What follows belongs to an exercise in optimizing a design on an open flow for small area; a production flow would make more cautious choices. The RTL was checked by simulation tests, not by an equivalence proof against the original design. The clock port is modelled as an ideal driver, which makes a skipped or thinned clock tree look cheaper than it is; a real chip needs a root buffer or a tree. Power and IR drop assume default switching activity.

==> module dr1363_validator, before the edit <==
module dr1363_validator (
    input  wire        clk,
    input  wire        rst,         
    input  wire        in_valid,
    input  wire [7:0]  in_data,
    input  wire        in_last,
    output reg         pay_valid,
    output reg  [7:0]  pay_data,
    output reg         res_valid,
    output reg  [7:0]  res_code,
    output reg  [7:0]  res_info,
    output reg  [11:0] res_len
);
    localparam [2:0] E_NONE = 3'b000;
    localparam [2:0] E_MARK = 3'b010;
    localparam [2:0] E_FD   = 3'b110;
    localparam [2:0] E_SREJ = 3'b011;
    localparam [2:0] E_LCHK = 3'b100;
    function [7:0] enc;
        input [7:0] c;
        begin
            enc[7:4] = c[7:4];
            enc[0]   = c[0] ^ c[6];
            enc[1]   = c[1] ^ (c[6] & c[0]);
            enc[2]   = c[2] ^ (c[6] & c[1] & c[0]);
            enc[3]   = c[3] ^ (c[6] & ~(c[2] & c[1] & c[0]));
        end
    endfunction
    function [7:0] dec;
        input [7:0] e;
        begin
            dec[7:4] = e[7:4];
            dec[0]   = e[0] ^ e[6];
            dec[1]   = e[1] ^ (e[6] & ~e[0]);
            dec[2]   = e[2] ^ (e[6] & ~(e[1] | e[0]));
            dec[3]   = e[3] ^ (e[6] & (e[2] | e[1] | e[0]));
        end
    endfunction
    reg  [12:0] c;
    reg  [15:0] ns;           
    reg  [7:0]  dly0, dly1, dly2, dly3;    
    reg  [11:0] r;            
    reg  [2:0]  e;
    reg         done;         
    wire        acc   = in_valid && !rst;
    wire        fresh = done;
    wire        is_cr = (in_data == 8'h0D);
    wire        crl   = in_last && is_cr;
    wire [7:0]  in_enc = enc(in_data);
    wire [3:0]  hv    = in_enc[3:0];
    wire        hv_hi = in_enc[3] & (in_enc[2] | in_enc[1]);    
    wire        hx    = hv_hi ? ((in_enc[7:6] == 2'b01) && !in_enc[4])
                              : (in_enc[7:4] == 4'h3);
    wire [7:0]  d3    = dec(dly3);
    wire        neg   = c[12] & c[11];
    wire        sat   = c[12] & ~c[11] & c[0];
    wire        c4096 = c[12] & ~c[11] & ~c[0];
    wire        mid   = acc & ~fresh & c[12];
    wire        j4    = mid & (c[4:0] == 5'b10011);
    wire        j7    = mid & (c[4:0] == 5'b10110);
    wire        j8    = mid & (c[4:0] == 5'b10111);
    wire        j9    = mid & (c[4:0] == 5'b11000);
    wire        j10   = mid & (c[4:0] == 5'b11001);
    wire        j11   = mid & (c[4:0] == 5'b11010);
    wire        j12   = mid & (c[4:0] == 5'b11011);
    wire        inc   = acc & ~(crl & (fresh | ~c4096)) & (fresh | ~sat);
    wire [12:0] c_base = (acc & fresh) ? 13'h1FEF : c;
    wire        ld    = j4;
    wire        addok = acc & ~crl;
    wire [3:0]  l_a   = j9 ? 4'd0 : r[11:8];
    wire [4:0]  l_c;
    wire [3:0]  lsum;
    wire [13:0] c_k;
    wire [12:0] c_next;
    wire        none  = (e == E_NONE);
    wire [15:0] t_base = ld ? 16'hFF81 : ns;
    wire [7:0]  t_add  = addok ? d3 : 8'd0;
    wire [16:0] t_c;
    wire [15:0] t_next;
    assign t_c[0] = 1'b0;
    genvar gi;
    generate
        for (gi = 0; gi < 8; gi = gi + 1) begin : g_lo
            assign t_next[gi] = t_base[gi] ^ t_add[gi] ^ t_c[gi];
            assign t_c[gi+1]  = (t_base[gi] & t_add[gi]) | (t_c[gi] & (t_base[gi] ^ t_add[gi]));
        end
        for (gi = 8; gi < 16; gi = gi + 1) begin : g_hi
            assign t_next[gi] = t_base[gi] ^ t_c[gi];
            assign t_c[gi+1]  = t_base[gi] & t_c[gi];
        end
        for (gi = 0; gi < 4; gi = gi + 1) begin : g_l
            assign lsum[gi]  = l_a[gi] ^ hv[gi] ^ l_c[gi];
            assign l_c[gi+1] = (l_a[gi] & hv[gi]) | (l_c[gi] & (l_a[gi] ^ hv[gi]));
        end
        for (gi = 0; gi < 13; gi = gi + 1) begin : g_c
            assign c_next[gi] = c_base[gi] ^ c_k[gi];
            assign c_k[gi+1]  = c_base[gi] & c_k[gi];
        end
    endgenerate
    assign l_c[0] = 1'b0;
    assign c_k[0] = inc;
    always @(posedge clk) begin
        c  <= c_next;
        ns <= t_next;
        pay_data <= d3;
        if (rst) begin
            done      <= 1'b1;
            pay_valid <= 1'b0;
            res_valid <= 1'b0;
        end else begin
            pay_valid <= acc & ~fresh & ~neg & ~crl;
            res_valid <= acc & in_last;
            if (acc)
                done <= in_last;
        end
        if (addok) begin
            dly3 <= dly2;
            dly2 <= dly1;
            dly1 <= dly0;
            dly0 <= in_enc;
        end
        if (j7 | j8 | ((j10 | j11 | j12) & ~e[0]))
            r[7:0] <= {r[3:0], hv};
        if (j9 | j10 | j11)
            r[11:8] <= lsum;
        else if (j12)
            r[11:8] <= r[7:4];
        if (acc & fresh)
            e <= (in_data == 8'h7E) ? E_NONE : E_MARK;
        else if (none) begin
            if ((j7 | j8) & ~hx)
                e <= E_FD;
            else if (j8 & ((r[3:0] != 4'd0) | (hv != 4'd0)))
                e <= E_SREJ;
            else if ((j9 | j10 | j11) & ~hx)
                e <= E_LCHK;
            else if (j12 & (~hx | (lsum != 4'd0)))
                e <= E_LCHK;
        end
    end
    function hex_is;
        input [7:0] e;
        input [3:0] n;
        begin
            if (n <= 4'd9)
                hex_is = (e[7:4] == 4'h3) && (e[3:0] == n);
            else
                hex_is = (e[7:6] == 2'b01) && (e[4] == 1'b0) && (e[3:0] == n);
        end
    endfunction
    wire        chk_ok  = hex_is(dly3, ~ns[15:12]) && hex_is(dly2, ~ns[11:8]) &&
                          hex_is(dly1, ~ns[7:4]) && hex_is(dly0, ~ns[3:0]);
    wire        len_ok  = ~c[12] && (r == c[11:0]);
    wire        pre    = ~sat & ~neg;
    wire        ok     = pre & none & chk_ok & len_ok;
    wire        srej   = pre & e[0];
    wire        badchk = none & ~chk_ok;
    always @(*) begin
        res_code[7]   = sat;
        res_code[6]   = ~sat & ~ok;
        res_code[5:4] = 2'b00;
        res_code[3]   = pre & e[2] & e[1];
        res_code[2]   = pre & ((e[2] & ~e[1]) | (none & ~(chk_ok & len_ok)));
        res_code[1]   = sat | (pre & ((e[1] & ~e[2]) | (none & chk_ok & ~len_ok)));
        res_code[0]   = (~sat & neg) | (pre & (e[0] | badchk));
        res_info      = srej ? r[7:0] : 8'd0;
        res_len       = ok ? r : 12'd0;
    end
endmodule
clock: 8.0 ns
lec_check: 0
cap_margin: 0
core_margin: 2
core_utilization: 80
place_density: 0.9
slew_margin: 0
standard.sh (not shown) runs the stock make flow with config.mk's settings and CLKGATE_MAP_FILE= SYNTH_SCRIPT=/design/flow/synth_recipe.tcl, a recipe that flattens the netlist after the stock synthesis.
==> flow/flow/run.sh <==
#!/bin/bash
# The standard layout (standard.sh), with three changes:
#  - synthesis is the standard flow's own script (synth_recipe.tcl and ORFS's synth.tcl), except
#    that its single ABC mapping call is replaced by flow/abc_multi.tcl, which maps
#    the logic with each of the area-oriented ABC scripts flow/abc*.script and keeps
#    the smallest result; the registers are the standard synthesis's;
#  - ports are buffered with buf_1 cells;
#  - the clock tree is built by flow/clock_tree.tcl (run as PRE_CTS_TCL) instead of
#    TritonCTS: the clock port drives one inv_4, which drives three inv_12 cells,
#    each driving a third of the registers.
# make's full output goes to layout.log in this folder.
set -euo pipefail
export CLK_NBUF=3
export CLK_ROOT=sky130_fd_sc_hd__inv_4
export CLK_LEAF=sky130_fd_sc_hd__inv_12
here=$(pwd)
sed "s|  log_cmd abc {\*}\$abc_args|  source $here/flow/abc_multi.tcl|" \
  "$FLOW_HOME/scripts/synth.tcl" > synth_area.tcl
grep -q "flow/abc_multi.tcl" synth_area.tcl
sed "s|source \$::env(SCRIPTS_DIR)/synth.tcl|source $here/synth_area.tcl|" synth_recipe.tcl > synth_recipe_area.tcl
grep -q "synth_area.tcl" synth_recipe_area.tcl
bash standard.sh \
  "SYNTH_SCRIPT=$here/synth_recipe_area.tcl" \
  "BUFFER_PORTS_ARGS=-buffer_cell sky130_fd_sc_hd__buf_1" \
  "PRE_CTS_TCL=$here/flow/clock_tree.tcl" \
  finish > layout.log 2>&1
Other scripts of this flow, unchanged in this note and not shown: flow/flow/abc1.script, flow/flow/abc2.script, flow/flow/abc3.script, flow/flow/abc4.script, flow/flow/abc5.script, flow/flow/abc_multi.tcl, flow/flow/clock_tree.tcl
Edit:
--- a/flow/design.v
+++ b/flow/design.v
@@ -39,7 +39,8 @@
     reg  [12:0] c;
     reg  [15:0] ns;           
     reg  [7:0]  dly0, dly1, dly2, dly3;    
-    reg  [11:0] r;            
+    reg  [11:0] rn;           
+    wire [11:0] r = ~rn;
     reg  [2:0]  e;
     reg         done;         
     wire        acc   = in_valid && !rst;
@@ -120,11 +121,11 @@
             dly0 <= in_enc;
         end
         if (j7 | j8 | ((j10 | j11 | j12) & ~e[0]))
-            r[7:0] <= {r[3:0], hv};
+            rn[7:0] <= ~{r[3:0], hv};
         if (j9 | j10 | j11)
-            r[11:8] <= lsum;
+            rn[11:8] <= ~lsum;
         else if (j12)
-            r[11:8] <= r[7:4];
+            rn[11:8] <= ~r[7:4];
         if (acc & fresh)
             e <= (in_data == 8'h7E) ? E_NONE : E_MARK;
         else if (none) begin
After rerunning: The new run finished with timing, DRC and antenna clean; power drops by about 2.8%; critical path depth climbs by 1; fmax drops by 4.8%; via count drops by about 1.4%; cell area drops by 0.46%; synthesized cell count drops by about 2%; clock skew climbs by 0.0064 ns; wire length drops by about 2.5%; utilization drops by 0.42 points.
In every run of this note, the design's own scripts or RTL, not TritonCTS, make the clock network.

[afterwards: timing with drivers on the ports]
No port has a modelled driver above. Below, the same layouts with a new extraction and two added sets of constraints.
Step 1 (the two cells are an assumption about what drives the block):
set clk [get_ports {clk}]
set_driving_cell -lib_cell sky130_fd_sc_hd__clkbuf_16 $clk
set_driving_cell -lib_cell sky130_fd_sc_hd__buf_2 [delete_from_list [all_inputs] $clk]
Step 2 adds t to the input delays and takes it off the output delays; t is the mean of the earliest and latest rising clock arrival at the registers after step 1. Input paths then give back, and output paths get back, about the clock's delay inside the block.
Three values: no drivers, after step 1, after step 2; two values: the first two.
| run | t (ns) | setup WS [ns] | hold slack, ns | worst setup path at the end | slew at the worst register clock pin (ns) |
|---|---|---|---|---|---|
| the first run | 0.258 | 1.461 / 1.473 / 1.215 | 0.439 / 0.439 / 0.439 | input to register | 0.11 / 0.11 |
| the second run | 0.262 | 1.134 / 1.146 / 0.884 | 0.436 / 0.436 / 0.436 | input to register | 0.12 / 0.12 |
After both steps setup and hold are still met in every run listed. For the second run, which loses most, drivers alone change the setup slack by +0.012 ns; drivers and shift together by -0.250 ns.
